Background: an optimization exercise with open tools, aiming at small area, a short achievable clock period and few clock cycles per item. Do not read the settings as production practice. The RTL was checked by simulation tests, not by an equivalence proof against the original design. No activity file was given, so power comes from the tool's default toggle rates.

File: flow/config.mk
export PLATFORM = sky130hd
export DESIGN_NAME = mnet_rxv
export DESIGN_NICKNAME = mnet_rxv
export VERILOG_FILES = /design/flow/design.v
export SDC_FILE = /design/flow/constraint.sdc
export NUM_CORES = 4
export LEC_CHECK = 0
export ABC_CLOCK_PERIOD_IN_PS = 2400
export CAP_MARGIN = 20
export CORE_MARGIN = 2
export CORE_UTILIZATION = 65
export CTS_CLUSTER_DIAMETER = 100
export CTS_CLUSTER_SIZE = 30
export SETUP_SLACK_MARGIN = 2.7
export SLEW_MARGIN = 20
File: flow/constraint.sdc
create_clock -name core_clock -period 5.0 [get_ports {clk}]
set_input_delay 1.0000 -clock core_clock [delete_from_list [all_inputs] [get_ports {clk}]]
set_output_delay 1.0000 -clock core_clock [all_outputs]
set_load 0.01 [all_outputs]
File: flow/design.v
module mnet_crc_step (
    input  wire [15:0] crc_in,
    input  wire [7:0]  data,
    output reg  [15:0] crc_out
);
    integer i;
    always @(*) begin
        crc_out = crc_in ^ {data, 8'h00};
        for (i = 0; i < 8; i = i + 1) begin
            if (crc_out[15])
                crc_out = {crc_out[14:0], 1'b0} ^ 16'h1021;
            else
                crc_out = {crc_out[14:0], 1'b0};
        end
    end
endmodule
module mnet_rxv (
    input  wire        clk,
    input  wire        rst,
    input  wire        key_wr,
    input  wire [2:0]  key_len,
    input  wire [47:0] key_data,
    input  wire        line_rx_valid,
    output wire        line_rx_ready,
    input  wire [7:0]  line_rx_data,
    input  wire        rx_obf,
    output wire        resp_valid,
    input  wire        resp_ready,
    output wire [7:0]  resp_data,
    output wire        resp_last
);
    localparam NB = 16;           
    localparam NS = 17;           
    localparam QD = 8;            
    localparam QA = 3;            
    localparam Q_OK  = 2'd0,
               Q_CRC = 2'd1,
               Q_BAD = 2'd2;
    integer k;
    genvar gb;
    reg [47:0] key;
    reg [2:0]  klen;
    always @(posedge clk) begin
        if (rst) begin
            klen <= 3'd0;
        end else if (key_wr && key_len >= 3'd3 && key_len <= 3'd6) begin
            klen <= key_len;
            key  <= key_data;
        end
    end
    reg       rdy_q;
    reg       i_v, s_v;
    reg [7:0] i_d, s_d;
    reg       i_o, s_o;
    reg       i_ff, i_01, i_04, i_00;
    wire      acc = line_rx_valid && rdy_q;
    wire      consume;
    assign line_rx_ready = rdy_q;
    wire [7:0] n_d = s_v ? s_d : line_rx_data;
    wire       n_o = s_v ? s_o : rx_obf;
    always @(posedge clk) begin
        if (rst) begin
            i_v   <= 1'b0;
            s_v   <= 1'b0;
            rdy_q <= 1'b0;
        end else begin
            if (!i_v || consume) begin
                i_d  <= n_d;
                i_o  <= n_o;
                i_ff <= (n_d == 8'hFF);
                i_01 <= (n_d == 8'h01);
                i_04 <= (n_d == 8'h04);
                i_00 <= (n_d == 8'h00);
                i_v  <= s_v || acc;
                s_v  <= s_v && acc;
            end else begin
                if (acc) s_v <= 1'b1;
            end
            if (acc && (s_v || (i_v && !consume))) begin
                s_d <= line_rx_data; s_o <= rx_obf;
            end
            rdy_q <= !((s_v && !(consume || !i_v)) || (acc && i_v && !consume) || (acc && s_v));
        end
    end
    reg [8:0] wc, cm, rc;
    reg [4:0] rdd;                
    reg       at_rc;              
    reg [4:0] ph;                 
    reg       room;               
    function [4:0] inc17(input [4:0] x);
        inc17 = (x == 5'd16) ? 5'd0 : x + 5'd1;
    endfunction
    function [4:0] dec17(input [4:0] x);
        dec17 = (x == 5'd0) ? 5'd16 : x - 5'd1;
    endfunction
    reg [7:0]  wb [0:NB-1];
    reg [4:0]  np;                
    reg [3:0]  wbk;
    reg [NB-1:0] woh;             
    reg [4:0]  dd;
    reg [4:0]  wd, cd;            
    reg        we;                
    reg        npnz, np1;         
    wire [7:0] rout [0:NB-1];     
    reg  [NB-1:0] roh;            
    reg  [7:0] wbd, rring;
    integer b;
    always @(*) begin
        wbd   = 8'h00;
        rring = 8'h00;
        for (b = 0; b < NB; b = b + 1) begin
            wbd   = wbd   | (wb[b]   & {8{woh[b]}});
            rring = rring | (rout[b] & {8{roh[b]}});
        end
    end
    generate
        for (gb = 0; gb < NB; gb = gb + 1) begin : bank
            reg [8*NS-1:0] r;
            always @(posedge clk) begin
                r <= {r[8*NS-9:0], (we && woh[gb]) ? wbd : r[8*NS-1 -: 8]};
            end
            assign rout[gb] = r[8*NS-1 -: 8];
        end
    endgenerate
    reg        p_hunt, p_hdr, p_pay, p_crc1, p_crc2, p_term;
    reg        p_body;    
    reg        p_st;      
    reg        esc;
    reg [4:0]  hc;        
    reg [7:0]  rem;       
    reg        rem1;      
    reg [15:0] crc;
    reg        crc0;      
    reg        obf;
    reg [2:0]  ki;
    reg [7:0]  kx;        
    wire [2:0] ki_n = (ki == klen - 3'd1) ? 3'd0 : ki + 3'd1;
    reg  [7:0] key_n;
    always @(*) begin
        case (ki_n)
            3'd0:    key_n = key[7:0];
            3'd1:    key_n = key[15:8];
            3'd2:    key_n = key[23:16];
            3'd3:    key_n = key[31:24];
            3'd4:    key_n = key[39:32];
            default: key_n = key[47:40];
        endcase
    end
    wire [15:0] crc_next;
    mnet_crc_step u_crc (.crc_in(crc), .data(i_d), .crc_out(crc_next));
    reg [1:0]  sq [0:QD-1];
    reg [QA:0] sq_wp, sq_rp;
    reg        sq_full;
    reg        sq_ne;         
    reg  [1:0] sq_head;       
    wire in_body   = p_body;
    wire body_ok   = esc ? i_ff : !i_ff;             
    wire esc_start = in_body && !esc && i_ff;
    wire lone_esc  = in_body && esc && !i_ff;
    wire body_byte = in_body && body_ok;
    wire store     = p_st && body_ok;
    wire start     = p_hunt && i_01;
    wire fr_end    = p_term || lone_esc;
    wire good_end  = p_term && i_04 && crc0;
    wire bad_end   = fr_end && !good_end;
    reg  wb_free;         
    wire can = !((store || start) && !(wb_free && room)) && !(fr_end && sq_full)
               && !(bad_end && npnz);
    assign consume = i_v && can;
    wire [7:0] pay_x = (obf && p_pay) ? (i_d ^ kx) : i_d;
    wire       wr    = consume && store;
    wire [1:0] st_code = good_end ? Q_OK : (p_term && i_04) ? Q_CRC : Q_BAD;
    always @(posedge clk) begin
        if (rst) begin
            p_hunt <= 1'b1;
            p_hdr  <= 1'b0;
            p_pay  <= 1'b0;
            p_crc1 <= 1'b0;
            p_crc2 <= 1'b0;
            p_term <= 1'b0;
            p_body <= 1'b0;
            p_st   <= 1'b0;
            esc    <= 1'b0;
            sq_wp  <= {(QA+1){1'b0}};
        end else if (consume) begin
            if (p_hunt && i_01) begin
                p_hunt <= 1'b0;
                p_hdr  <= 1'b1;
                p_body <= 1'b1;
                p_st   <= 1'b1;
                esc    <= 1'b0;
                hc     <= 5'b00001;
                crc    <= 16'h0000;
                crc0   <= 1'b1;
                obf    <= i_o && (klen != 3'd0);
                ki     <= 3'd0;
                kx     <= key[7:0];
            end
            if (p_term || lone_esc) begin
                p_term <= 1'b0;
                p_hdr  <= 1'b0;
                p_pay  <= 1'b0;
                p_crc1 <= 1'b0;
                p_crc2 <= 1'b0;
                p_body <= 1'b0;
                p_st   <= 1'b0;
                p_hunt <= 1'b1;
            end
            if (esc_start) esc <= 1'b1;
            if (body_byte) begin
                esc <= 1'b0;
                crc <= crc_next;
                crc0 <= (crc_next == 16'h0000);
                if (p_hdr) begin
                    hc <= {hc[3:0], 1'b0};
                    if (hc[4]) begin
                        rem    <= i_d;
                        rem1   <= (i_d == 8'h01);
                        p_hdr  <= 1'b0;
                        p_pay  <= !i_00;
                        p_crc1 <= i_00;
                        p_st   <= !i_00;
                    end
                end
                if (p_pay) begin
                    rem  <= rem - 8'd1;
                    rem1 <= (rem == 8'd2);
                    ki   <= ki_n;
                    kx   <= key_n ^ i_d;
                    if (rem1) begin
                        p_pay  <= 1'b0;
                        p_crc1 <= 1'b1;
                        p_st   <= 1'b0;
                    end
                end
                if (p_crc1) begin
                    p_crc1 <= 1'b0;
                    p_crc2 <= 1'b1;
                end
                if (p_crc2) begin
                    p_crc2 <= 1'b0;
                    p_term <= 1'b1;
                    p_body <= 1'b0;
                end
            end
            if (fr_end) begin
                sq_wp <= sq_wp + 1'b1;
            end
        end
    end
    wire       sq_push = consume && fr_end;
    wire       sq_pop;
    wire [QA:0] sq_wp1 = sq_wp + 1'b1;
    wire [QA:0] sq_rpn = sq_rp + sq_pop;
    wire        sqf_p  = (sq_wp1[QA] != sq_rpn[QA]) && (sq_wp1[QA-1:0] == sq_rpn[QA-1:0]);
    wire        sqf_n  = (sq_wp[QA] != sq_rpn[QA]) && (sq_wp[QA-1:0] == sq_rpn[QA-1:0]);
    always @(posedge clk) begin
        if (rst) sq_full <= 1'b0;
        else     sq_full <= sq_push ? sqf_p : sqf_n;
    end
    always @(posedge clk) begin
        if (!sq_full) sq[sq_wp[QA-1:0]] <= st_code;
    end
    always @(posedge clk) begin
        if (rst) sq_ne <= 1'b0;
        else     sq_ne <= sq_push || (sq_wp != sq_rpn);
        sq_head <= (sq_rpn == sq_wp) ? st_code : sq[sq_rpn[QA-1:0]];
    end
    wire       inc  = consume && (store || start);
    wire [4:0] np_k = np - {4'd0, we};
    always @(posedge clk) begin
        if (rst)      wb_free <= 1'b1;
        else if (inc) wb_free <= (np_k < 5'd15);
        else          wb_free <= (np_k < 5'd16);
    end
    always @(posedge clk) begin
        if (rst) begin
            wc   <= 9'd0;
            cm   <= 9'd0;
            ph   <= 5'd0;
            np   <= 5'd0;
            npnz <= 1'b0;
            np1  <= 1'b0;
            we   <= 1'b0;
            wbk  <= 4'd0;
            woh  <= {{(NB-1){1'b0}}, 1'b1};
            dd   <= 5'd0;
            wd   <= 5'd0;
            cd   <= 5'd0;
            room <= 1'b0;
        end else begin
            ph   <= inc17(ph);
            room <= ((wc - rc) < 9'd270);
            np   <= inc ? np_k + 5'd1 : np_k;
            npnz <= inc ? 1'b1 : (np_k != 5'd0);
            np1  <= inc ? (np_k == 5'd0) : (np_k == 5'd1);
            we   <= we ? (inc || !np1) : ((dd == 5'd1) && (inc || npnz));
            if (we) begin
                wbk <= wbk + 4'd1;
                woh <= {woh[NB-2:0], woh[NB-1]};
            end
            else    dd  <= dec17(dd);
            cd <= dec17(cd);
            if (wb_free) wb[wc[3:0]] <= pay_x;
            if (inc) begin
                wc <= wc + 9'd1;
            end else begin
                wd <= dec17(wd);
            end
            if (consume && good_end) begin
                cm <= wc;
                cd <= dec17(wd);
            end
            if (consume && bad_end) begin
                wc  <= cm;
                wd  <= dec17(cd);
                wbk <= cm[3:0];
                woh <= {{(NB-1){1'b0}}, 1'b1} << cm[3:0];
                dd  <= dec17(cd);
            end
        end
    end
    localparam R_IDLE = 1'b0, R_DATA = 1'b1;
    reg         rs;
    reg [2:0]   rhc;        
    reg [7:0]   rrem;       
    reg         rrem1;      
    reg         space;      
    reg         len_end;    
    wire        byp   = we && (wbk == rc[3:0]);
    wire [7:0]  rbyte = byp ? wbd : rring;
    wire        rzero = (rbyte == 8'h00);
    reg       o_v, o_l;
    reg [7:0] o_d;
    assign resp_valid = o_v;
    assign resp_data  = o_d;
    assign resp_last  = o_l;
    wire       r_stat  = ((rs == R_IDLE) || len_end) && sq_ne && space;
    wire       r_data  = (rs == R_DATA) && at_rc && space && !len_end;
    assign     sq_pop  = r_stat;
    wire       d_last  = (rhc == 3'd4) ? rzero : (rhc == 3'd5) && rrem1;
    always @(posedge clk) begin
        if (rst) begin
            rs      <= R_IDLE;
            sq_rp   <= {(QA+1){1'b0}};
            rc      <= 9'd0;
            rdd     <= 5'd0;
            at_rc   <= 1'b1;
            roh     <= {{(NB-1){1'b0}}, 1'b1};
            len_end <= 1'b0;
        end else begin
            len_end <= r_data && (rhc == 3'd4) && rzero;
            if (!(r_data || (r_stat && sq_head == Q_OK))) begin
                rdd   <= dec17(rdd);
                at_rc <= (rdd == 5'd1);
            end
            if (len_end) rs <= R_IDLE;
            if (r_stat) begin
                sq_rp <= sq_rp + 1'b1;
                rhc   <= 3'd0;
                if (sq_head == Q_OK) begin
                    rs  <= R_DATA;
                    rc  <= rc + 9'd1;
                    roh <= {roh[NB-2:0], roh[NB-1]};
                end
            end
            if (r_data) begin
                rc  <= rc + 9'd1;
                roh <= {roh[NB-2:0], roh[NB-1]};
                if (rhc != 3'd5) rhc <= rhc + 3'd1;
                if (rhc == 3'd4) begin
                    rrem  <= rbyte;
                    rrem1 <= (rbyte == 8'h01);
                end else begin
                    rrem  <= rrem - 8'd1;
                    rrem1 <= (rrem == 8'd2);
                end
                if (rhc == 3'd5 && rrem1) rs <= R_IDLE;
            end
        end
    end
    wire       q_v = r_stat || r_data;
    wire [7:0] q_d = r_stat ? ((sq_head == Q_OK) ? 8'h00 : (sq_head == Q_CRC) ? 8'h03 : 8'h02)
                           : rbyte;
    wire       q_l = r_stat ? (sq_head != Q_OK) : d_last;
    reg  [7:0] e_d0, e_d1;
    reg        e_l0, e_l1;
    reg        e_wp, e_rp;      
    reg        e_2;             
    wire       drain = o_v && resp_ready;
    wire       rp_n  = e_rp ^ drain;
    wire [7:0] n_d0 = (q_v && !e_wp) ? q_d : e_d0;
    wire [7:0] n_d1 = (q_v &&  e_wp) ? q_d : e_d1;
    wire       n_l0 = (q_v && !e_wp) ? q_l : e_l0;
    wire       n_l1 = (q_v &&  e_wp) ? q_l : e_l1;
    wire       v_n   = q_v || (o_v && !drain) || e_2;
    wire       two_n = (e_2 && !drain) || (q_v && o_v && !drain) || (q_v && e_2);
    always @(posedge clk) begin
        if (q_v && !e_wp) begin e_d0 <= q_d; e_l0 <= q_l; end
        if (q_v &&  e_wp) begin e_d1 <= q_d; e_l1 <= q_l; end
        o_d <= rp_n ? n_d1 : n_d0;
        o_l <= rp_n ? n_l1 : n_l0;
    end
    always @(posedge clk) begin
        if (rst) begin
            o_v   <= 1'b0;
            e_2   <= 1'b0;
            e_wp  <= 1'b0;
            e_rp  <= 1'b0;
            space <= 1'b0;
        end else begin
            o_v   <= v_n;
            e_2   <= two_n;
            e_wp  <= e_wp ^ q_v;
            e_rp  <= rp_n;
            space <= !two_n;
        end
    end
endmodule
File: flow/run.sh
#!/bin/bash
# synth_recipe.tcl (not shown) runs the flow's synth.tcl, then flattens the netlist and writes it again
# the make line also repeats each setting of config.mk as NAME=value (left out here)
make -C /OpenROAD-flow-scripts/flow DESIGN_CONFIG=/design/flow/config.mk WORK_HOME=/design/flow/orfs CLKGATE_MAP_FILE= SYNTH_SCRIPT=/design/flow/synth_recipe.tcl finish
==> results of run 1 <==
-- through the flow --
step / cell area, sq um / util, % / total power, mW / cells
after detailed placement: 66100 / 67.5 / 23.4 / 5418
after global routing: 70300 / 71.8 / 33.6 / 5612
after floorplan: 64100 / - / 22.9 / 4174
after CTS: 69600 / 71.1 / 32.6 / 5577
after global placement: 66100 / 67.5 / 23.4 / 5418
final: 70300 / 71.8 / 32.4 / 5614
-- synth_stat cells (4+ instances only) --
| library cell | number |
|---|---|
| ha_1 | 40 |
| and2_1 | 32 |
| mux2_2 | 31 |
| nor3_1 | 43 |
| nand2b_1 | 18 |
| a222oi_1 | 8 |
| buf_6 | 5 |
| buf_1 | 11 |
| dfxtp_1 | 2331 |
| nor4_1 | 10 |
| nand4_1 | 17 |
| a22oi_1 | 37 |
| nor2_1 | 264 |
| nand2_1 | 163 |
| o211ai_1 | 13 |
| and4_1 | 13 |
| or3_1 | 7 |
| a211oi_1 | 15 |
| a21oi_1 | 236 |
| a221oi_1 | 52 |
| inv_1 | 57 |
| edfxtp_1 | 269 |
| a21o_1 | 6 |
| nor2b_1 | 7 |
| a31oi_1 | 9 |
| nor3b_1 | 6 |
| xor2_1 | 43 |
| and3_1 | 15 |
| mux4_2 | 4 |
| mux2i_1 | 25 |
| clkbuf_1 | 115 |
| o21ai_1 | 10 |
| o21a_1 | 4 |
| a22o_1 | 52 |
| nand3_1 | 33 |
| buf_2 | 17 |
| o22ai_1 | 5 |
| o21ai_0 | 37 |
| xnor2_1 | 69 |
-- flip-flops by register name (all words and copies together) (netlist names), 8 cells and up --
name / cells
rrem: 8
wc: 9
sq: 16
cm: 9
wb: 128
rem: 8
s_d: 8
o_d: 8
bank.r: 2176
e_d0: 8
rc: 9
e_d1: 8
roh: 16
key: 48
crc: 16
woh: 16
i_d: 8
kx: 8
-- cell families (layout without fill, tap and decap cells) --
logic type / count (synthesis) / count (layout) / share of synthesized area, %
and+or+nand+nor: 644 / 644 / 4.62
AOI/OAI and AO/OA: 506 / 506 / 5.10
adders and majority gates: 41 / 41 / 0.813
buffers and inverters: 210 / 361 / 1.34
muxes: 60 / 60 / 1.08
xor gates and xnor gates: 113 / 113 / 1.57
other: 0 / 2 / 0
DFF: 2600 / 2600 / 85.5
-- per-layer routing --
metal	vias to the layer above	GRT usage (%)
met2	682	32.7
li1	14100	-
met4	0	8.48
met3	235	2.80
met1	13900	31.5
met5	-	0
-- critical path: cells and delay by family (launching register included) --
family | cells | cell delay (ps)
flip-flops | 1 | 390
buffers and inverters | 1 | 150
multiplexers | 2 | 310
AO/OA/AOI/OAI | 3 | 680
AND/OR/NAND/NOR | 3 | 860
-- power breakdown --
part	leakage (nW)	internal, mW	switching [mW]
registers	21.3	21.5	0.232
logic	4.23	0.583	0.737
clock network	1.27	3.62	5.68
-- final timing paths --
| path | start | to | slack (ps) | cells after the start |
|---|---|---|---|---|
| max | woh[1] | o_l | 2550 | 9 |
| min | bank[13].r[33] | bank[13].r[41] | 320 | 0 |
| min reg2reg | bank[13].r[33] | bank[13].r[41] | 320 | 0 |
| max reg2reg | woh[1] | o_l | 2550 | 9 |
-- area by class of cell --
class	count	area (sq um)	share of cell area [%]
sequential	2600	54800	78.0
multi-input combinational	1364	9350	13.3
clock buffer	116	2520	3.58
timing repair buffer	180	1680	2.39
tap	1287	1610	2.29
inverter	58	233	0.331
clock inverter	6	93.8	0.133
timing repair inverter	1	5.00	0.00712
antenna	2	5.00	0.00712
-- repair_timing --
| item | CTS | global route |
|---|---|---|
| pin swaps | 34 | 38 |
| gates resized for setup | 202 | 89 |
| setup buffers | 36 | 34 |
| setup endpoints to repair | 298 | 265 |
| gates cloned | 1 | 0 |
==> flow_summary_export.csv, run 1 <==
group,metric,value,unit
sta,fin_skew,31.9,ps
drt,wl_per_cell,19.4,microns
clock_network,clock_latency,720,ps
critical_path,criticalPathCategory,"reg -> reg",
global_routing,grt_overflow,0,
critical_path,crit_slowest_cell,"dfxtp_4",
drt,drtIter0Drc,2272,
sta,finalSetupViolCount,0,
floorplanning,start_util,65.4,%
power_and_ir_drop,p_leak,26.8,nW
floorplanning,fp.dieH,318,microns
drt,via_per_inst,5.14,
logic_synthesis,synth_warnings,2,
drt,via_count,28800,
critical_path,worstPathCellList,"buf_4 > a22o_1 > a221oi_2 > and4_4 > mux2i_4 > nor4_4 > nand4_1 > o21ai_2 > mux2_2",
drt,drc,0,
critical_path,end_kind,"flop",
logic_synthesis,avgSynthCellArea,15.3,sq um
logic_synthesis,synth_top_area_share,72.9,%
flow_run,drv_cap,0,
hold_path,hold_class,"reg -> reg",
final_layout,drive_gt1_share,10.2,%
clock_network,tritoncts,"yes",
final_layout,fin_nets,4407,
logic_synthesis,ys_types,72,
floorplanning,core-area,98000,sq um
sta,rsz0062_at_grt,"true",
placement,gp_congestion,0.841,
logic_synthesis,synth_top_area_cell,"dfxtp_1",
logic_synthesis,synth_flop_cell,"dfxtp_1",
sta,fmax,0.408,GHz
placement,hpwl,69000,microns
drt,postRouteAntennaNets,0,
drt,met3_length,4940,microns
floorplanning,placementRows,115,
sta,worstMarginPinSlew,1130,ps
critical_path,worst-path-max-fanout,5,
drt,wl_met1,51900,microns
power_and_ir_drop,power_density,461,nW/um^2
critical_path,crit_path_max_incr_delay,390,ps
placement,port_buffers,75,
sta,slew_violations,0,
final_layout,nFillCells,6464,
global_routing,antenna_found_initial,1,
critical_path,cp_data_required_time,5660,ps
logic_synthesis,synth_area_leaders,"dfxtp_1, edfxtp_1, a21oi_1, nor2_1, nand2_1",
clock_network,cts_sinks,2600,
sta,setup_tns,0,ps
global_routing,grt_use_total,21.4,%
logic_synthesis,ys_ff_latch,2600,
clock_network,holdBufCountCts,0,
drt,drtPass1Iterations,7,
clock_network,cts_max_level,3,
final_layout,final_common_cell,"dfxtp_1",
logic_synthesis,synth_area,64000,sq um
power_and_ir_drop,peakVddDrop,0.000388,V
logic_synthesis,synthArstFlopShare,0,%
global_routing,grt_pass1_wl,164000,microns
critical_path,critPathLaunchType,"flop",
final_layout,area_delta_synth_final,9.82,%
logic_synthesis,ys_seq_area_share,85.5,%
clock_network,clk_pin_slew,120,ps
clock_network,cts_root_buffer,"clkbuf_16",
sta,hold_slack,315,ps
sta,setup_slack,2550,ps
global_routing,grt_pass1_vias,27300,
drt,wl_met2,47700,microns
final_layout,final_cell_mix,"dfxtp_1, edfxtp_1, nor2_1",
critical_path,cp.arrival,3110,ps
placement,pre_cts_ws,1460,ps
floorplanning,die-area,101000,sq um
run_status,outcome,"no timing/DRC/antenna violations",
global_routing,grt_max_degree,56,
drt,routed.top_layer,"met4",
clock_network,clock_path_buffers,3,
logic_synthesis,synth_edf_count,269,
sta,period_minus_slack,2450,ps
sta,hold_viol_final,0,
sta,maxSlewHeadroom,24.6,%
logic_synthesis,synth_nets,4280,
floorplanning,io_pins,76,
sta,fin_crit_sh,49.1,%
drt,wl,109000,microns
logic_synthesis,syn_inst,4174,
clock_network,cts_buffers,96,
floorplanning,die_w,318,microns
Testbench counts, summed over its fixed seeds: cycles 16,123, items 192.
==> run 2: changes to the inputs <==
--- a/flow/config.mk
+++ b/flow/config.mk
@@ -6,5 +6,5 @@
 export NUM_CORES = 4
 export LEC_CHECK = 0
-export ABC_CLOCK_PERIOD_IN_PS = 2400
+export ABC_CLOCK_PERIOD_IN_PS = 2300
 export CAP_MARGIN = 20
 export CORE_MARGIN = 2
@@ -12,4 +12,4 @@
 export CTS_CLUSTER_DIAMETER = 100
 export CTS_CLUSTER_SIZE = 30
-export SETUP_SLACK_MARGIN = 2.7
+export SETUP_SLACK_MARGIN = 2.8
 export SLEW_MARGIN = 20
==> run 2 against run 1 <==
Net effect: via count is 0.38% higher; count of clock-buffer cells in the layout down 2; die area is the same; clock power rose by 0.6%; first-iteration DRC count down 5.2%; sequential share of layout area fell by 0.33 points; combinational power hardly changed; synthesized area stayed put.
==> flow_summary_export.csv, run 2 <==
group,metric,value,unit
placement,hpwl,69900,microns
sta,slew_violations,0,
hold_path,hold_start,"bank[3].r[62]",
power_and_ir_drop,finalPower,32.5,mW
clock_network,clk_pin_slew,110,ps
critical_path,critPathLaunchType,"flop",
hold_path,hold_class,"reg -> reg",
sta,hold_viol_final,0,
clock_network,clock_path_buffers,3,
drt,wl_per_cell,19.6,microns
logic_synthesis,syn_inst,4174,
placement,port_buffers,75,
logic_synthesis,ys_ff_latch,2600,
floorplanning,die-area,101000,sq um
power_and_ir_drop,power_density,460,nW/um^2
sta,period_minus_slack,2420,ps
final_layout,final_common_cell,"dfxtp_1",
clock_network,cts_max_level,3,
floorplanning,fp.dieH,318,microns
drt,via_per_inst,5.15,
drt,drtPass1Iterations,5,
logic_synthesis,synth_top_area_share,72.9,%
power_and_ir_drop,p_leak,26.9,nW
power_and_ir_drop,peakVddDrop,0.000409,V
final_layout,largest-register,"bank.r",
drt,postRouteAntennaNets,0,
drt,via_count,29000,
floorplanning,io_pins,76,
critical_path,crit_family,"compound AO/OA/AOI/OAI gates",
sta,worstMarginPinSlew,1130,ps
sta,rsz0062_at_grt,"true",
critical_path,crit_start,"klen[1]",
clock_network,cts_sinks,2600,
logic_synthesis,synth_area_leaders,"dfxtp_1, edfxtp_1, a21oi_1, nor2_1, nand2_1",
critical_path,crit_path_max_incr_delay,370,ps
logic_synthesis,avgSynthCellArea,15.3,sq um
global_routing,grt_max_degree,51,
global_routing,grt_use_total,21.6,%
clock_network,cts_root_buffer,"clkbuf_16",
logic_synthesis,synth_warnings,2,
logic_synthesis,synth_top_area_cell,"dfxtp_1",
logic_synthesis,synth_nets,4280,
sta,fmax,0.413,GHz
critical_path,worst-path-max-fanout,8,
drt,drtIter0Drc,2154,
critical_path,crit_slowest_cell,"dfxtp_2",
critical_path,criticalPathCategory,"reg -> reg",
global_routing,antenna_found_initial,2,
critical_path,cp.arrival,2900,ps
clock_network,holdBufCountCts,0,
drt,drc,0,
logic_synthesis,synth_flop_cell,"dfxtp_1",
global_routing,grt_overflow,0,
logic_synthesis,synth.most_common_cell,"dfxtp_1",
final_layout,area_delta_synth_final,10.3,%
logic_synthesis,synth_area,64000,sq um
sta,setup_tns,0,ps
final_layout,final_cell_mix,"dfxtp_1, edfxtp_1, nor2_1",
flow_run,drv_cap,0,
critical_path,cp_data_required_time,5480,ps
sta,hold_slack,318,ps
run_status,outcome,"no timing/DRC/antenna violations",
critical_path,end_kind,"flop",
sta,setup_slack,2580,ps
clock_network,tritoncts,"yes",
sta,fin_crit_sh,48.4,%
floorplanning,die_w,318,microns
logic_synthesis,ys_seq_area_share,85.5,%
global_routing,grt_pass1_vias,28000,
logic_synthesis,synth_edf_count,269,
critical_path,worstPathCellList,"inv_4 > ha_4 > xor2_2 > nand3_2 > and3b_2 > a222oi_1 > o211ai_1 > xor2_1 > nand2_1 > o21ai_1",
critical_path,crit_buf_inv,1,
floorplanning,start_util,65.4,%
critical_path,timing.rr.start,"klen[1]",
sta,finalSetupViolCount,0,
drt,wl,110000,microns
final_layout,largest_reg_flops,2176,
placement,pre_cts_ws,1720,ps
final_layout,drive_gt1_share,11.5,%
placement,gp_congestion,0.865,
logic_synthesis,ys_top_cells_by_count,"dfxtp_1, edfxtp_1, nor2_1, a21oi_1, nand2_1",
final_layout,post-route-util,72.1,%
clock_network,cts_buffers,96,
floorplanning,placementRows,115,
logic_synthesis,synthArstFlopShare,0,%
logic_synthesis,ys_types,72,
floorplanning,core-area,98000,sq um
global_routing,grt_pass1_wl,165000,microns
sta,maxSlewHeadroom,24.8,%
sta,fin_skew,41.0,ps
clock_network,clock_latency,740,ps
final_layout,fin_nets,4424,
-- run 2: cell counts after synthesis --
Identical to the previous run, type by type.
-- run 2: cells by family after synthesis --
family / synth area share, %
fa+ha+maj: 0.813
mux: 1.08
compound gates: 5.10
flops: 85.5
xor+xnor: 1.57
buf+inv: 1.34
simple gates: 4.62
-- run 2: final cells by class --
class / instances / area, sq um
Sequential cell: 2600 / 54900
Tap cell: 1287 / 1610
Inverter: 58 / 235
Clock inverter: 6 / 86.3
Timing Repair Buffer: 196 / 1860
Antenna cell: 1 / 2.50
Fill cell: 6381 / 27300
Multi-Input combinational cell: 1365 / 9450
Timing Repair inverter: 1 / 5.00
Clock buffer: 114 / 2550
-- run 2: power by group --
part,switching [mW],internal (mW),leakage (nW),total (mW)
logic,0.743,0.596,4.33,1.34
clock network,5.68,3.67,1.29,9.36
registers,0.228,21.5,21.3,21.8
total,6.66,25.8,26.9,32.5
-- run 2: what timing repair did --
| item | CTS | global route |
|---|---|---|
| resized for setup | 225 | 119 |
| endpoints found under the setup margin | 309 | 252 |
| pin swaps | 37 | 66 |
| cloned | 1 | 1 |
| buffers inserted | 37 | 45 |
-- run 2: path summary, 6_finish.rpt --
kind                        end  slack [ps]  depth (start not counted)
setup reg to reg          kx[2]        2580                         10
setup / recovery          kx[2]        2580                         10
hold reg to reg   bank[3].r[70]         320                          0
hold / removal    bank[3].r[70]         320                          0
-- run 2: metrics by stage --
stage                     cells  instance area [sq um]
final                      5628                  70700
after global routing       5627                  70700
after CTS                  5581                  69800
after detailed placement   5423                  66200
after global placement     5422                  66200
after floorplan            4174                  64200
-- run 2: metal layers --
metal | track usage (%) | wire (microns) | vias up
met5 | 0 | 0 | -
met4 | 8.42 | 4630 | 0
met3 | 2.84 | 4670 | 226
met2 | 33.2 | 48500 | 697
met1 | 31.6 | 52300 | 13900
li1 | - | - | 14100
==> run 3: changes to the inputs <==
--- a/flow/design.v
+++ b/flow/design.v
@@ -103,15 +103,25 @@
     reg        npnz, np1;         
     wire [7:0] rout [0:NB-1];     
+    wire [7:0] rnext [0:NB-1];    
     reg  [NB-1:0] roh;            
-    reg  [7:0] wbd, rring;
+    wire [NB-1:0] woh_n, roh_n;   
+    wire [NB-1:0] wcoh;           
+    reg  [7:0] wbn, rrn;          
+    reg  [7:0] wbd, rring;        
+    wire       wb_free;
+    wire [7:0] pay_x;
     integer b;
     always @(*) begin
-        wbd   = 8'h00;
-        rring = 8'h00;
+        wbn = 8'h00;
+        rrn = 8'h00;
         for (b = 0; b < NB; b = b + 1) begin
-            wbd   = wbd   | (wb[b]   & {8{woh[b]}});
-            rring = rring | (rout[b] & {8{roh[b]}});
+            wbn = wbn | (wb[b]    & {8{woh_n[b]}});
+            rrn = rrn | (rnext[b] & {8{roh_n[b]}});
         end
     end
+    always @(posedge clk) begin
+        wbd   <= (wb_free && ((woh_n & wcoh) != {NB{1'b0}})) ? pay_x : wbn;
+        rring <= rrn;
+    end
     generate
         for (gb = 0; gb < NB; gb = gb + 1) begin : bank
@@ -120,5 +130,7 @@
                 r <= {r[8*NS-9:0], (we && woh[gb]) ? wbd : r[8*NS-1 -: 8]};
             end
-            assign rout[gb] = r[8*NS-1 -: 8];
+            assign rout[gb]  = r[8*NS-1 -: 8];
+            assign rnext[gb] = r[8*NS-9 -: 8];
+            assign wcoh[gb]  = (wc[3:0] == gb);
         end
     endgenerate
@@ -133,5 +145,6 @@
     reg        crc0;      
     reg        obf;
-    reg [2:0]  ki;
+    reg [2:0]  ki;        
+    reg [7:0]  kn;        
     reg [7:0]  kx;        
     wire [2:0] ki_n = (ki == klen - 3'd1) ? 3'd0 : ki + 3'd1;
@@ -164,9 +177,10 @@
     wire good_end  = p_term && i_04 && crc0;
     wire bad_end   = fr_end && !good_end;
-    reg  wb_free;         
+    reg  wb_free_q;       
+    assign wb_free = wb_free_q;
     wire can = !((store || start) && !(wb_free && room)) && !(fr_end && sq_full)
                && !(bad_end && npnz);
     assign consume = i_v && can;
-    wire [7:0] pay_x = (obf && p_pay) ? (i_d ^ kx) : i_d;
+    assign pay_x = (obf && p_pay) ? (i_d ^ kx) : i_d;
     wire       wr    = consume && store;
     wire [1:0] st_code = good_end ? Q_OK : (p_term && i_04) ? Q_CRC : Q_BAD;
@@ -194,5 +208,6 @@
                 crc0   <= 1'b1;
                 obf    <= i_o && (klen != 3'd0);
-                ki     <= 3'd0;
+                ki     <= 3'd1;
+                kn     <= key[15:8];
                 kx     <= key[7:0];
             end
@@ -227,5 +242,6 @@
                     rem1 <= (rem == 8'd2);
                     ki   <= ki_n;
-                    kx   <= key_n ^ i_d;
+                    kn   <= key_n;
+                    kx   <= kn ^ i_d;
                     if (rem1) begin
                         p_pay  <= 1'b0;
@@ -270,8 +286,10 @@
     wire [4:0] np_k = np - {4'd0, we};
     always @(posedge clk) begin
-        if (rst)      wb_free <= 1'b1;
-        else if (inc) wb_free <= (np_k < 5'd15);
-        else          wb_free <= (np_k < 5'd16);
+        if (rst)      wb_free_q <= 1'b1;
+        else if (inc) wb_free_q <= (np_k < 5'd15);
+        else          wb_free_q <= (np_k < 5'd16);
     end
+    assign woh_n = (consume && bad_end) ? ({{(NB-1){1'b0}}, 1'b1} << cm[3:0])
+                 : we ? {woh[NB-2:0], woh[NB-1]} : woh;
     always @(posedge clk) begin
         if (rst) begin
@@ -290,4 +308,5 @@
             room <= 1'b0;
         end else begin
+            woh  <= woh_n;
             ph   <= inc17(ph);
             room <= ((wc - rc) < 9'd270);
@@ -298,5 +317,4 @@
             if (we) begin
                 wbk <= wbk + 4'd1;
-                woh <= {woh[NB-2:0], woh[NB-1]};
             end
             else    dd  <= dec17(dd);
@@ -316,5 +334,4 @@
                 wd  <= dec17(cd);
                 wbk <= cm[3:0];
-                woh <= {{(NB-1){1'b0}}, 1'b1} << cm[3:0];
                 dd  <= dec17(cd);
             end
@@ -337,4 +354,5 @@
     assign resp_last  = o_l;
     wire       r_stat  = ((rs == R_IDLE) || len_end) && sq_ne && space;
+    assign roh_n = (r_data || (r_stat && sq_head == Q_OK)) ? {roh[NB-2:0], roh[NB-1]} : roh;
     wire       r_data  = (rs == R_DATA) && at_rc && space && !len_end;
     assign     sq_pop  = r_stat;
@@ -351,4 +369,5 @@
         end else begin
             len_end <= r_data && (rhc == 3'd4) && rzero;
+            roh     <= roh_n;
             if (!(r_data || (r_stat && sq_head == Q_OK))) begin
                 rdd   <= dec17(rdd);
@@ -362,10 +381,8 @@
                     rs  <= R_DATA;
                     rc  <= rc + 9'd1;
-                    roh <= {roh[NB-2:0], roh[NB-1]};
                 end
             end
             if (r_data) begin
                 rc  <= rc + 9'd1;
-                roh <= {roh[NB-2:0], roh[NB-1]};
                 if (rhc != 3'd5) rhc <= rhc + 3'd1;
                 if (rhc == 3'd4) begin
==> run 3 against run 2 <==
Net effect: via count is 0.44% higher; highest routed layer unchanged; sequential share of layout area fell by 2.0 points; design area is 3.6% higher; register-to-register slack got worse by 320 ps; critical path type unchanged; hold slack got worse by 8.1 ps; largest cell class unchanged; cell count barely moved; maximum frequency decreased by 12%; still clean on timing, DRC and antenna; synthesized area increased by 1.9%; largest power group unchanged; clock skew decreased by 4.8 ps; first-iteration DRC count decreased by 13%.
==> flow_summary_export.csv, run 3 <==
group,metric,value,unit
run_status,outcome,"no timing/DRC/antenna violations",
logic_synthesis,synth.most_common_cell,"dfxtp_1",
clock_network,cts_buffers,97,
hold_path,hold_class,"reg -> reg",
final_layout,largest-register,"bank.r",
clock_network,clock_latency,740,ps
sta,rsz0062_at_grt,"true",
critical_path,criticalPathCategory,"reg -> reg",
clock_network,clock_path_buffers,3,
sta,finalSetupViolCount,0,
floorplanning,placementRows,116,
logic_synthesis,synth_area,65200,sq um
logic_synthesis,synth_top_area_share,72.0,%
final_layout,fin_cells,5631,
clock_network,clk_pin_slew,120,ps
critical_path,cp.arrival,3360,ps
floorplanning,io_pins,76,
drt,drtPass1Iterations,8,
logic_synthesis,synth_edf_count,277,
floorplanning,core-area,99900,sq um
clock_network,cts_sinks,2624,
logic_synthesis,syn_inst,4053,
logic_synthesis,ys_top_cells_by_count,"dfxtp_1, edfxtp_1, mux2_2, nand2_1, nor2_1",
clock_network,cts_root_buffer,"clkbuf_16",
power_and_ir_drop,power_density,447,nW/um^2
floorplanning,fp.dieH,321,microns
sta,hold_viol_final,0,
global_routing,grt_pass1_vias,28000,
critical_path,cp_data_required_time,5620,ps
logic_synthesis,avgSynthCellArea,16.1,sq um
sta,fin_crit_sh,54.8,%
logic_synthesis,ys_seq_area_share,84.8,%
critical_path,worst-path-max-fanout,8,
placement,gp_congestion,0.841,
floorplanning,start_util,65.3,%
placement,dp_cells,5359,
clock_network,holdBufCountCts,0,
logic_synthesis,synth_nets,4159,
sta,slew_violations,0,
clock_network,tritoncts,"yes",
floorplanning,die-area,103000,sq um
clock_network,cts_max_level,3,
logic_synthesis,synth_top_area_cell,"dfxtp_1",
sta,maxSlewHeadroom,28.0,%
critical_path,critPathLaunchType,"flop",
global_routing,grt_pass1_wl,171000,microns
logic_synthesis,ys_ff_latch,2624,
final_layout,final_cell_mix,"dfxtp_1, edfxtp_1, nand2_1",
global_routing,antenna_found_initial,9,
final_layout,fin_area,73200,sq um
critical_path,end_kind,"flop",
final_layout,fin_nets,4411,
sta,fmax,0.365,GHz
final_layout,ff_latch_area,55400,sq um
placement,port_buffers,75,
drt,wl,116000,microns
final_layout,multiInputGateArea,10900,sq um
sta,setup_tns,0,ps
drt,via_count,29100,
logic_synthesis,synth_flop_cell,"dfxtp_1",
final_layout,drive_gt1_share,15.8,%
global_routing,grt_max_degree,52,
sta,fin_skew,36.2,ps
power_and_ir_drop,p_leak,28.1,nW
drt,wl_per_cell,20.5,microns
global_routing,grt_overflow,0,
final_layout,nFillCells,6327,
drt,postRouteAntennaNets,0,
final_layout,area_delta_synth_final,12.2,%
logic_synthesis,synth_warnings,2,
drt,drtIter0Drc,1877,
final_layout,largest_reg_flops,2176,
floorplanning,die_w,321,microns
placement,hpwl,71700,microns
logic_synthesis,synthArstFlopShare,0,%
logic_synthesis,synth_area_leaders,"dfxtp_1, edfxtp_1, mux2_2, nand2_1, xnor2_1",
placement,place_area,67600,sq um
sta,worstMarginPinSlew,1070,ps
global_routing,grt_use_total,22.3,%
final_layout,final_common_cell,"dfxtp_1",
sta,hold_slack,310,ps
drt,drc,0,
power_and_ir_drop,peakVddDrop,0.000419,V
sta,period_minus_slack,2740,ps
logic_synthesis,ys_types,65,
flow_run,drv_cap,0,
power_and_ir_drop,finalPower,32.7,mW
drt,via_per_inst,5.17,
==> run 3: worst max-delay path, stage by stage (launching register included) <==
cell and delay, ps:
edfxtp_1 430, and3b_2 290, o2111ai_4 150, nand2b_4 230, buf_12 170, mux2i_1 110, buf_4 150, a32oi_2 200
nand3_1 100, o31a_2 350, buf_12 150, mux2_4 290
==> run 3: kinds of logic (layout without fill, tap and decap cells) <==
kind of cell / after synthesis / after routing / synth area share, %
buffers and inverters: 140 / 410 / 0.880
AOI/OAI and AO/OA: 324 / 324 / 3.68
DFF: 2624 / 2624 / 84.8
and+or+nand+nor: 568 / 573 / 4.10
xor gates and xnor gates: 117 / 117 / 1.57
other: 0 / 4 / 0
adders and majority gates: 41 / 41 / 0.798
muxes: 239 / 240 / 4.19
==> run 3: where the power goes <==
group	switching (mW)	leakage, nW	internal, mW
sequential	0.211	21.5	21.6
clock	5.81	1.30	3.67
combinational	0.786	5.37	0.616
==> run 3: what timing repair did <==
item | CTS | global route
setup endpoints to repair | 508 | 324
pin swaps | 45 | 58
buffers inserted | 89 | 46
resized for setup | 223 | 117
gates cloned | 7 | 3
endpoints found under the hold margin | 0 | 0
==> run 3: final cells by class <==
class / instances / share of cell area (%)
Multi-Input combinational cell: 1295 / 14.9
Inverter: 50 / 0.265
Timing Repair Buffer: 237 / 3.34
Clock inverter: 8 / 0.188
Antenna cell: 4 / 0.0137
Tap cell: 1298 / 2.22
Clock buffer: 115 / 3.47
Sequential cell: 2624 / 75.6
==> run 3: final timing paths <==
check / end / slack [ps] / depth (start not counted) / from
hold / removal: bank[15].r[83] / 310 / 0 / bank[15].r[75]
setup / recovery: wbd[6] / 2260 / 11 / i_ff
hold reg to reg: bank[15].r[83] / 310 / 0 / bank[15].r[75]
setup reg to reg: wbd[6] / 2260 / 11 / i_ff
==> run 3: metrics by stage <==
| stage | setup WS, ps | util (%) |
|---|---|---|
| 2_1_floorplan | 2100 | - |
| 3_3_place_gp | 1010 | 67.7 |
| 3_5_place_dp | 1010 | 67.7 |
| 4_1_cts | 2220 | 72.2 |
| 5_1_grt | 2160 | 73.3 |
| 6_report | 2260 | 73.3 |
==> run 3: layer usage <==
metal,vias up,global-route usage (%),part of all wire (%)
li1,14100,-,-
met1,14200,32.8,48
met2,561,35.2,46
met3,155,3.05,4.0
met4,0,5.95,2.5
met5,-,0,0
Testbench counts of run 3, summed over its fixed seeds: cycles 16,123, items 192.
==> run 4: changes to the inputs <==
--- a/flow/config.mk
+++ b/flow/config.mk
@@ -6,5 +6,5 @@
 export NUM_CORES = 4
 export LEC_CHECK = 0
-export ABC_CLOCK_PERIOD_IN_PS = 2300
+export ABC_CLOCK_PERIOD_IN_PS = 2400
 export CAP_MARGIN = 20
 export CORE_MARGIN = 2
@@ -12,4 +12,4 @@
 export CTS_CLUSTER_DIAMETER = 100
 export CTS_CLUSTER_SIZE = 30
-export SETUP_SLACK_MARGIN = 2.8
+export SETUP_SLACK_MARGIN = 2.7
 export SLEW_MARGIN = 20
==> run 4 against run 3 <==
Net effect: flip-flop and latch count unchanged; design area decreased by 0.19%; largest power group unchanged; via count increased by 0.62%; count of clock-buffer cells in the layout unchanged.
==> flow_summary_export.csv, run 4 <==
group,metric,value,unit
logic_synthesis,avgSynthCellArea,16.1,sq um
final_layout,nFillCells,6319,
sta,fin_crit_sh,55.5,%
drt,wl,117000,microns
clock_network,cts_root_buffer,"clkbuf_16",
clock_network,cts_sinks,2624,
logic_synthesis,synth_flop_cell,"dfxtp_1",
global_routing,grt_pass1_vias,28200,
clock_network,clock_path_buffers,3,
sta,finalSetupViolCount,0,
hold_path,hold_class,"reg -> reg",
logic_synthesis,synth_edf_count,277,
placement,gp_congestion,0.842,
drt,wl_per_cell,20.8,microns
placement,port_buffers,75,
logic_synthesis,synth_top_area_share,72.0,%
critical_path,worst-path-max-fanout,8,
floorplanning,die_w,321,microns
drt,via_count,29300,
floorplanning,io_pins,76,
final_layout,fin_nets,4416,
final_layout,largest_reg_flops,2176,
sta,setup_tns,0,ps
sta,hold_slack,312,ps
power_and_ir_drop,peakVddDrop,0.000396,V
power_and_ir_drop,finalPower,32.6,mW
critical_path,cp.arrival,3390,ps
clock_network,cts_buffers,97,
logic_synthesis,ys_ff_latch,2624,
hold_path,min_path_cells,0,
clock_network,clk_pin_slew,120,ps
sta,rsz0062_at_grt,"true",
logic_synthesis,synth.most_common_cell,"dfxtp_1",
clock_network,clock_latency,740,ps
clock_network,cts_max_level,3,
sta,fin_skew,38.8,ps
flow_run,drv_cap,0,
final_layout,drive_gt1_share,15.4,%
global_routing,grt_max_degree,63,
floorplanning,fp.dieH,321,microns
power_and_ir_drop,power_density,447,nW/um^2
final_layout,largest-register,"bank.r",
logic_synthesis,synthArstFlopShare,0,%
logic_synthesis,synth_top_area_cell,"dfxtp_1",
drt,drtIter0Drc,2107,
final_layout,area_delta_synth_final,12.0,%
placement,place_area,67600,sq um
placement,hpwl,71700,microns
final_layout,fin_area,73000,sq um
placement,dp_cells,5364,
sta,slew_violations,0,
sta,setup_slack,2220,ps
global_routing,grt_overflow,0,
floorplanning,start_util,65.3,%
logic_synthesis,synth_warnings,2,
global_routing,antenna_found_initial,13,
drt,drtPass1Iterations,7,
placement,pre_cts_ws,1240,ps
drt,via_per_inst,5.19,
run_status,outcome,"no timing/DRC/antenna violations",
drt,drc,0,
critical_path,criticalPathCategory,"reg -> reg",
critical_path,critPathLaunchType,"flop",
drt,postRouteAntennaNets,0,
logic_synthesis,ys_seq_area_share,84.8,%
power_and_ir_drop,p_leak,28.1,nW
logic_synthesis,ys_top_cells_by_count,"dfxtp_1, edfxtp_1, mux2_2, nand2_1, nor2_1",
logic_synthesis,ys_types,65,
final_layout,post-route-util,73.1,%
floorplanning,die-area,103000,sq um
floorplanning,core-area,99900,sq um
sta,worstMarginPinSlew,1110,ps
final_layout,final_common_cell,"dfxtp_1",
clock_network,holdBufCountCts,0,
critical_path,end_kind,"flop",
critical_path,cp_data_required_time,5610,ps
sta,maxSlewHeadroom,25.9,%
logic_synthesis,synth_area_leaders,"dfxtp_1, edfxtp_1, mux2_2, nand2_1, xnor2_1",
logic_synthesis,synth_nets,4159,
floorplanning,placementRows,116,
logic_synthesis,synth_area,65200,sq um
global_routing,grt_pass1_wl,173000,microns
sta,period_minus_slack,2780,ps
final_layout,fin_cells,5634,
global_routing,grt_use_total,22.6,%
final_layout,final_cell_mix,"dfxtp_1, edfxtp_1, nand2_1",
clock_network,tritoncts,"yes",
logic_synthesis,syn_inst,4053,
sta,hold_viol_final,0,
sta,fmax,0.360,GHz
critical_path,rr_worst_depth,11,
run 4: cell counts after synthesis:
Identical to the previous run, type by type.
run 4: area by class of cell:
cell class	instances	area [sq um]	area share, %
Tap cell	1298	1620	2.22
Inverter	50	194	0.266
Clock inverter	6	101	0.139
Timing Repair Buffer	240	2440	3.34
Sequential cell	2624	55300	75.8
Antenna cell	4	10.0	0.0137
Multi-Input combinational cell	1297	10800	14.8
Clock buffer	115	2540	3.47
run 4: worst max-delay path, cell delays in order, from the launching register on:
cell	delay (ps)
dfxtp_1	400
and3b_2	280
o2111ai_4	230
nand2b_4	260
buf_6	160
mux2i_2	240
buf_6	160
a32oi_1	60
a32oi_1	200
o31a_1	180
buf_6	190
mux2_4	310
run 4: worst paths after layout:
| path | slack [ps] | to | from |
|---|---|---|---|
| max | 2220 | wbd[0] | p_body |
| max reg2reg | 2220 | wbd[0] | p_body |
| min | 310 | bank[9].r[121] | bank[9].r[113] |
| min reg2reg | 310 | bank[9].r[121] | bank[9].r[113] |
run 4: repair_timing:
action | in CTS | in global routing
cloned | 10 | 2
endpoints found under the setup margin | 390 | 295
buffers inserted | 85 | 48
pin swaps | 48 | 50
gates resized for setup | 224 | 98
run 4: where the power goes:
part,internal (mW),switching (mW)
Clock,3.65,5.79
Combinational,0.614,0.786
Sequential,21.6,0.204
Total,25.9,6.77
run 4: cells by family after synthesis:
group                      Yosys count  synth area share, %
muxes                              239                 4.19
xor gates and xnor gates           117                 1.57
and+or+nand+nor                    568                 4.10
AOI/OAI and AO/OA                  324                 3.68
DFF                               2624                 84.8
adders and majority gates           41                0.798
buffers and inverters              140                0.880
run 4: metal layers:
layer | up-vias | track usage, % | share of wire (%)
met5 | - | 0 | 0
met4 | 0 | 6.67 | 3.1
met3 | 172 | 2.90 | 3.9
met2 | 601 | 35.8 | 45
met1 | 14300 | 33.0 | 47
li1 | 14200 | - | -
==> run 5: changes to the inputs <==
--- a/flow/design.v
+++ b/flow/design.v
@@ -106,4 +106,5 @@
     reg  [NB-1:0] roh;            
     wire [NB-1:0] woh_n, roh_n;   
+    wire [NB-1:0] woh_s;          
     wire [NB-1:0] wcoh;           
     reg  [7:0] wbn, rrn;          
@@ -116,10 +117,10 @@
         rrn = 8'h00;
         for (b = 0; b < NB; b = b + 1) begin
-            wbn = wbn | (wb[b]    & {8{woh_n[b]}});
+            wbn = wbn | (wb[b]    & {8{woh_s[b]}});
             rrn = rrn | (rnext[b] & {8{roh_n[b]}});
         end
     end
     always @(posedge clk) begin
-        wbd   <= (wb_free && ((woh_n & wcoh) != {NB{1'b0}})) ? pay_x : wbn;
+        wbd   <= (wb_free && ((woh_s & wcoh) != {NB{1'b0}})) ? pay_x : wbn;
         rring <= rrn;
     end
@@ -290,6 +291,6 @@
         else          wb_free_q <= (np_k < 5'd16);
     end
-    assign woh_n = (consume && bad_end) ? ({{(NB-1){1'b0}}, 1'b1} << cm[3:0])
-                 : we ? {woh[NB-2:0], woh[NB-1]} : woh;
+    assign woh_s = we ? {woh[NB-2:0], woh[NB-1]} : woh;
+    assign woh_n = (consume && bad_end) ? ({{(NB-1){1'b0}}, 1'b1} << cm[3:0]) : woh_s;
     always @(posedge clk) begin
         if (rst) begin
--- a/flow/config.mk
+++ b/flow/config.mk
@@ -6,5 +6,5 @@
 export NUM_CORES = 4
 export LEC_CHECK = 0
-export ABC_CLOCK_PERIOD_IN_PS = 2400
+export ABC_CLOCK_PERIOD_IN_PS = 2300
 export CAP_MARGIN = 20
 export CORE_MARGIN = 2
@@ -12,4 +12,4 @@
 export CTS_CLUSTER_DIAMETER = 100
 export CTS_CLUSTER_SIZE = 30
-export SETUP_SLACK_MARGIN = 2.7
+export SETUP_SLACK_MARGIN = 2.75
 export SLEW_MARGIN = 20
==> run 5 against run 4 <==
Net effect: still clean; non-clock buffer count down 54; clock skew down 2.3 ps; register-to-register slack better by 340 ps; setup slack better by 340 ps; critical path type unchanged; sequential share of layout area up 0.51 points; largest cell class unchanged.
==> flow_summary_export.csv, run 5 <==
group,metric,value,unit
logic_synthesis,synthArstFlopShare,0,%
power_and_ir_drop,clkPwrFrac,28.8,%
critical_path,cp.arrival,3020,ps
logic_synthesis,synth.most_common_cell,"dfxtp_1",
clock_network,cts_sinks,2624,
placement,port_buffers,75,
sta,hold_viol_final,0,
logic_synthesis,synth_area,65500,sq um
critical_path,crit_path_max_incr_delay,380,ps
floorplanning,die-area,103000,sq um
sta,slew_violations,0,
global_routing,grt_max_degree,79,
sta,finalSetupViolCount,0,
clock_network,holdBufCountCts,0,
logic_synthesis,synth_area_leaders,"dfxtp_1, edfxtp_1, mux2_2, a221oi_1, xnor2_1",
clock_network,clk_pin_slew,110,ps
drt,drc,0,
sta,worstMarginPinSlew,892,ps
global_routing,grt_overflow,0,
sta,fmax,0.410,GHz
flow_run,drv_cap,0,
final_layout,final_cell_mix,"dfxtp_1, edfxtp_1, mux2_2",
sta,maxSlewHeadroom,40.5,%
power_and_ir_drop,p_leak,28.1,nW
floorplanning,start_util,65.5,%
drt,drtIter0Drc,2200,
critical_path,criticalPathCategory,"reg -> reg",
sta,fin_crit_sh,48.8,%
critical_path,end_kind,"flop",
hold_path,hold_class,"reg -> reg",
drt,wl_per_cell,20.2,microns
final_layout,nFillCells,6374,
drt,via_count,29100,
power_and_ir_drop,power_density,452,nW/um^2
floorplanning,die_w,321,microns
logic_synthesis,ys_types,71,
sta,period_minus_slack,2440,ps
sta,setup_slack,2560,ps
sta,rsz0062_at_grt,"true",
critical_path,critPathLaunchType,"flop",
floorplanning,fp.dieH,321,microns
floorplanning,core-area,100000,sq um
placement,pre_cts_ws,1690,ps
floorplanning,io_pins,76,
logic_synthesis,ys_top_cells_by_count,"dfxtp_1, edfxtp_1, mux2_2, nand2_1, nor2_1",
clock_network,clock_path_buffers,3,
logic_synthesis,avgSynthCellArea,15.9,sq um
critical_path,crit_buf_inv,3,
power_and_ir_drop,combPwrFrac,3.9,%
drt,drtPass1Iterations,5,
power_and_ir_drop,p_seq_share,67.3,%
placement,gp_congestion,0.968,
placement,hpwl,72200,microns
global_routing,antenna_found_initial,7,
logic_synthesis,ys_seq_area_share,84.5,%
final_layout,fin_nets,4405,
logic_synthesis,synth_top_area_cell,"dfxtp_1",
drt,postRouteAntennaNets,0,
clock_network,cts_max_level,3,
logic_synthesis,synth_nets,4213,
global_routing,grt_use_total,21.8,%
critical_path,worstPathCellList,"and4b_2 > a31oi_4 > buf_6 > buf_16 > mux2_4 > buf_4 > a22o_1 > a221oi_2 > nand4_1",
critical_path,worst-path-max-fanout,6,
logic_synthesis,ys_ff_latch,2624,
power_and_ir_drop,internal-power,26.0,mW
clock_network,clock_latency,730,ps
final_layout,largest-register,"bank.r",
final_layout,area_delta_synth_final,10.8,%
sta,fin_skew,36.6,ps
drt,wl,114000,microns
logic_synthesis,synth_warnings,2,
final_layout,largest_reg_flops,2176,
power_and_ir_drop,swShare,20.9,%
global_routing,grt_pass1_vias,27500,
clock_network,tritoncts,"yes",
critical_path,crit_family,"compound AO/OA/AOI/OAI gates",
critical_path,cp_data_required_time,5580,ps
logic_synthesis,synth_edf_count,277,
clock_network,cts_root_buffer,"clkbuf_16",
power_and_ir_drop,peakVddDrop,0.000405,V
final_layout,fin_cells,5624,
clock_network,cts_buffers,97,
run_status,outcome,"no timing/DRC/antenna violations",
placement,dp_cells,5394,
logic_synthesis,synth_flop_cell,"dfxtp_1",
final_layout,drive_gt1_share,14.3,%
power_and_ir_drop,power_switching,6.84,mW
global_routing,grt_pass1_wl,167000,microns
floorplanning,placementRows,116,
logic_synthesis,syn_inst,4107,
final_layout,final_common_cell,"dfxtp_1",
critical_path,crit_slowest_cell,"mux2_4",
final_layout,post-route-util,72.6,%
drt,via_per_inst,5.17,
sta,setup_tns,0,ps
logic_synthesis,synth_top_area_share,71.8,%
## run 5: per-layer routing
layer	up-vias	global-route usage (%)	share of wire [%]	wire length (microns)
li1	14200	-	-	-
met1	14000	32.5	48	54600
met2	698	32.5	43	48700
met3	205	4.66	5.9	6670
met4	0	6.18	3.2	3590
met5	-	0	0	0
## run 5: path summary, 6_finish.rpt
kind                  from            end  slack, ps  cells after the start
max                     rs       rring[5]       2560                      9
min reg2reg  bank[3].r[11]  bank[3].r[19]        320                      0
max reg2reg             rs       rring[5]       2560                      9
min          bank[3].r[11]  bank[3].r[19]        320                      0
## run 5: final cells by class
cell class | instances | area (sq um) | share of cell area, %
inverter | 61 | 238 | 0.328
clock buffer | 116 | 2570 | 3.55
timing repair inverter | 1 | 7.51 | 0.0103
tap | 1298 | 1620 | 2.24
sequential | 2624 | 55400 | 76.3
multi-input combinational | 1328 | 10800 | 14.9
antenna | 3 | 7.51 | 0.0103
timing repair buffer | 186 | 1860 | 2.56
clock inverter | 7 | 92.6 | 0.128
## run 5: stage by stage
stage / power, mW / hold slack (ps) / cell area, sq um
detailed placement: 23.7 / 312 / 67700
floorplan: 23.2 / 310 / 65600
CTS: 33.0 / 326 / 71600
finish: 32.8 / 318 / 72600
global placement: 23.7 / 309 / 67700
global route: 34.0 / 323 / 72600
## run 5: repair_timing
item                       CTS  global route
setup endpoints to repair  440           276
cloned                       8             3
buffers inserted            34            59
pin swaps                   17            25
resized for setup          226            91
## run 5: kinds of logic after synthesis
group / Yosys count / synth area share [%]
AOI/OAI and AO/OA: 419 / 4.47
xor gates and xnor gates: 121 / 1.64
adders and majority gates: 42 / 0.810
buffers and inverters: 162 / 0.992
DFF: 2624 / 84.5
muxes: 223 / 3.90
and+or+nand+nor: 516 / 3.72
## run 5: worst register-to-register path, stage by stage, from the launching register on
cell and delay, ps:
dfxtp_2 360, and4b_2 270, a31oi_4 200, buf_6 160, buf_16 130, mux2_4 390
buf_4 170, a22o_1 190, a221oi_2 300, nand4_1 150
## run 5: power groups by stage
stage | registers (mW) | logic, mW | clock network, mW
2_1_floorplan | 22.3 | 0.869 | 0
4_1_cts | 22.1 | 1.22 | 9.67
6_report | 22.1 | 1.28 | 9.44
5_1_grt | 22.1 | 1.41 | 10.4
3_5_place_dp | 22.6 | 1.12 | 0
3_3_place_gp | 22.6 | 1.11 | 0
Testbench counts of run 5, summed over its fixed seeds: cycles 16,123, items 192.

## re-timing with driven ports
No port has a modelled driver above. Below, the same layouts with a new extraction and two added sets of constraints. Step 1 (the two cells are an assumption about what drives the block):
set clk [get_ports {clk}]
set_driving_cell -lib_cell sky130_fd_sc_hd__clkbuf_16 $clk
set_driving_cell -lib_cell sky130_fd_sc_hd__buf_2 [delete_from_list [all_inputs] $clk]
Step 2 adds t to the input delays and takes it off the output delays; t is the mean of the earliest and latest rising clock arrival at the registers after step 1. Input paths then give back, and output paths get back, about the clock's delay inside the block. Three values: ideal, step 1, step 2; two values: the first two.
| run | shift t [ns] | setup WS [ns] | hold WS [ns] | worst slew at a driven data input, ns |
|---|---|---|---|---|
| run 1 | 0.774 | 2.547 / 2.547 / 2.083 | 0.315 / 0.315 / 0.315 | 0.05 |
| run 2 | 0.786 | 2.581 / 2.581 / 2.161 | 0.318 / 0.318 / 0.318 | 0.05 |
| run 3 | 0.790 | 2.262 / 2.262 / 1.792 | 0.310 / 0.310 / 0.310 | 0.05 |
| run 4 | 0.786 | 2.223 / 2.223 / 2.045 | 0.312 / 0.312 / 0.312 | 0.05 |
| run 5 | 0.784 | 2.560 / 2.560 / 2.104 | 0.318 / 0.318 / 0.318 | 0.06 |
After both steps setup and hold are still met in every run listed. For run 3, which loses most, drivers alone change the setup slack by 0.000 ns; drivers and shift together by -0.470 ns.
